From an optimization exercise on the open Yosys and OpenROAD flow, aimed at small area, a short achievable clock period and few clock cycles; shortcuts taken in it are not production practice.
Function was checked by simulation only, so behaviour that the tests miss may differ from the original.
No activity file was given, so power comes from the tool's default toggle rates.

// shtp_rx
module shtp_rx (
    input  wire        clk,
    input  wire        rst,
    input  wire        in_valid,
    input  wire [7:0]  in_data,
    output wire        in_ready,
    output wire        pkt_done,
    input  wire [7:0]  rd_id,
    output reg         rd_valid,
    output reg  [1:0]  rd_acc,
    output reg  [63:0] rd_w,
    output reg  [98:0] rd_conf,
    output wire [5:0]  stat,
    output reg         flag_id,
    output reg  [7:0]  pid_major,
    output reg  [7:0]  pid_minor,
    output reg  [31:0] pid_part,
    output reg  [31:0] pid_build,
    output reg  [15:0] pid_patch,
    output reg         cmdresp_valid,
    output reg  [7:0]  cmdresp_cmd,
    output reg  [7:0]  cmdresp_status,
    output reg         cal_started,
    output reg         dcd_saved
);
Size in the first run: about 5500 cells after synthesis, ~1400 flip-flops, ~310 I/O pins, ~59000 µm² of cells after synthesis.
clock: 8.0 ns
lec_check: 0
cap_margin: 20
core_margin: 2
core_utilization: 55
place_density: 0.65
setup_slack_margin: 3.6
slew_margin: 20
tns_end_percent: 0
run.sh (not shown) runs the stock make flow with config.mk's settings and CLKGATE_MAP_FILE= SYNTH_SCRIPT=/design/flow/synth_recipe.tcl, a recipe that flattens the netlist after the stock synthesis.
Testbench counts at the start, summed over its fixed seeds: cycles 55,125.
Change:
CORE_UTILIZATION = 40   (was 55)
PLACE_DENSITY = 0.55   (was 0.65)
TNS_END_PERCENT = default   (was 0)
Maximum frequency came out higher by 1.6%.
Die area came out higher by 37%.
Setup slack improved by 0.085 ns.
Cell count came out higher by 9.7%.

* * *

## lane 1
Another version of the RTL of shtp_rx (not shown whole).
Settings: LEC_CHECK=0, CAP_MARGIN=20, CORE_MARGIN=2, CORE_UTILIZATION=55, PLACE_DENSITY=0.65, SETUP_SLACK_MARGIN=3.6, SLEW_MARGIN=20, TNS_END_PERCENT=0; clock period 8.0 ns.
Lane 1 completed; timing, DRC and antenna clean
Testbench counts of lane 1, summed over its fixed seeds: cycles 54,952.
The following lists how lane 2 was set up differently from lane 1:
==> flow/flow/run.sh (new file) <==
#!/bin/bash
# Standard layout (the standard flow's own synthesis and ORFS steps), with the resizer free
# to change a cell's footprint and the port buffers made from buf_4 cells.
set -euo pipefail
bash standard.sh MATCH_CELL_FOOTPRINT=0 "BUFFER_PORTS_ARGS=-buffer_cell sky130_fd_sc_hd__buf_4" finish > orfs_make.log 2>&1
==> flow/standard.sh (new file) <==
#!/bin/bash
# synth_recipe.tcl (not shown) runs the flow's synth.tcl, then flattens the netlist and writes it again
# the make line also repeats each setting of config.mk as NAME=value (left out here)
make -C /OpenROAD-flow-scripts/flow DESIGN_CONFIG=/design/flow/config.mk WORK_HOME=/design/flow/orfs CLKGATE_MAP_FILE= SYNTH_SCRIPT=/design/flow/synth_recipe.tcl "${@:-finish}"
-- flow/config.mk --
<<< lane 1, line 8
export CAP_MARGIN = 20
export CORE_MARGIN = 2
export CORE_UTILIZATION = 55
export PLACE_DENSITY = 0.65
export SETUP_SLACK_MARGIN = 3.6
export SLEW_MARGIN = 20
>>> lane 2, line 8
export CAP_MARGIN = 20
export CORE_MARGIN = 2
export CORE_UTILIZATION = 62
export CTS_BUF_LIST = sky130_fd_sc_hd__clkbuf_8
export CTS_CLUSTER_DIAMETER = 45
export CTS_CLUSTER_SIZE = 20
export PLACE_DENSITY = 0.7
export SETUP_SLACK_MARGIN = 3.6
export SLEW_MARGIN = 20
removed: flow/run.sh
Notes after the runs:
Post-layout instance area was lower in lane 2 than in lane 1. Lane 2 against lane 1: area of the core region has decreased, first-pass GRT wire length has decreased, CTS buffer count has decreased, gate count of the mapped netlist has remained practically unchanged, die extent in y has decreased. On number of global-route vias before repair, lane 2 and lane 1 are neck and neck. Est. power | lane 2 vs lane 1 | lane 2 lower. Proportion of power drawn by the clock network ends up lower on lane 2.
Input-level comparison between lane 3 and lane 2:
==> flow/config.mk <==
export PLATFORM = sky130hd
export DESIGN_NAME = shtp_rx
export DESIGN_NICKNAME = shtp_rx
export VERILOG_FILES = /design/flow/design.v
export SDC_FILE = /design/flow/constraint.sdc
export NUM_CORES = 4
export LEC_CHECK = 0
export CAP_MARGIN = 20
export CORE_MARGIN = 2
export CORE_UTILIZATION = 65
export CTS_BUF_LIST = sky130_fd_sc_hd__clkbuf_8
export CTS_CLUSTER_DIAMETER = 45
export CTS_CLUSTER_SIZE = 20
export PLACE_DENSITY = 0.72
export SETUP_SLACK_MARGIN = 3.8
export SLEW_MARGIN = 20
export TNS_END_PERCENT = 0
[summary]
- Going from lane 2 to lane 3, the clock-buffer cell count was found to have gone down by 5.
- Going from lane 2 to lane 3, stage delay of the slowest cell on the critical path decreased by 0.02 ns relative to the old numbers; maximum fanout along the worst path -2; number of enable flip-flop cells after synthesis now sits at about the same level; met1 usage picked up an extra 2.7 points; worst-case setup margin in the final layout now sits lower.
- Last element of the critical path = rd_w[31]: lane 2; last element of the critical path = rd_w[0]: lane 3
- Clock skew in lane 3 vs lane 2: down 0.0053 ns
- Comparing lane 2 and lane 3, the higher arrival time of data at the critical path endpoint was measured on lane 3.
- Lane 3 vs. lane 2: via count went down by 162.
Edits applied to the flow inputs when going from lane 3 to lane 4:
==> flow/run.sh (new file) <==
#!/bin/bash
# synth_recipe.tcl (not shown) runs the flow's synth.tcl, then flattens the netlist and writes it again
# the make line also repeats each setting of config.mk as NAME=value (left out here)
make -C /OpenROAD-flow-scripts/flow DESIGN_CONFIG=/design/flow/config.mk WORK_HOME=/design/flow/orfs CLKGATE_MAP_FILE= SYNTH_SCRIPT=/design/flow/synth_recipe.tcl finish
==> flow/config.mk <==
export PLATFORM = sky130hd
export DESIGN_NAME = shtp_rx
export DESIGN_NICKNAME = shtp_rx
export VERILOG_FILES = /design/flow/design.v
export SDC_FILE = /design/flow/constraint.sdc
export NUM_CORES = 4
export LEC_CHECK = 0
export CAP_MARGIN = 20
export CORE_MARGIN = 2
export CORE_UTILIZATION = 62
export CTS_BUF_LIST = sky130_fd_sc_hd__clkbuf_8
export CTS_CLUSTER_DIAMETER = 50
export CTS_CLUSTER_SIZE = 24
export PLACE_DENSITY = 0.7
export SETUP_SLACK_MARGIN = 3.6
export SLEW_MARGIN = 20
export TNS_END_PERCENT = 0
removed: flow/flow/run.sh
removed: flow/standard.sh
As of lane 4, area of all placed cells without fillers had risen slightly compared to lane 3.
Internal power summed over all cells shrinks slightly when moving from lane 3 to lane 4.
Lane 4 ended with more share of the cycle needed by the critical path after routing than lane 3.
Lane 4 — sequential share of layout area 0.94 points lower, lane 3 as reference
Lane 3 → lane 4: global-route usage has decreased; clock tree buffer count of the final layout shows a reduction of about 1.3%; power density relative to cell area went down 2.1%; combinational cell power stayed essentially flat.
On post-synthesis to final-layout area growth, the lower figure sits with lane 3, not lane 4.
Lane 4 closes out successfully: all stages finished, all timing, DRC and antenna checks passed.

-- separate check: timing with driven ports --
Ports are ideal in the flow. The routed layouts listed here were re-timed in OpenROAD. Step 1 sets driving cells, clkbuf_16 on the clock port and buf_2 on the other inputs (assumed; they add their load-dependent delay and slew). Step 2, shift: input delay + t, output delay - t, t = (earliest + latest rising clock arrival at the registers) / 2. This alone moves slack from input paths to output paths. a / b / c = no drivers / after step 1 / after step 2; a / b = the first two.
| run | shift t [ns] | setup WS [ns] | hold WS [ns] |
|---|---|---|---|
| the first run of note 1 | 0.839 | 2.624 / 2.557 / 2.289 | 0.347 / 0.347 / 0.347 |
| the second run of note 1 | 0.880 | 2.708 / 2.665 / 2.665 | 0.341 / 0.341 / 0.341 |
| lane 1 | 0.817 | 2.649 / 2.522 / 2.286 | 0.344 / 0.344 / 0.344 |
| lane 2 | 0.937 | 2.795 / 2.680 / 2.345 | 0.342 / 0.342 / 0.342 |
| lane 3 | 0.907 | 2.657 / 2.604 / 2.293 | 0.342 / 0.342 / 0.342 |
| lane 4 | 0.903 | 2.604 / 2.568 / 2.065 | 0.349 / 0.349 / 0.349 |
After both steps every run listed still meets setup and hold. The setup slack of lane 4, which loses most, moves by -0.036 ns with the drivers and by -0.539 ns with both steps.
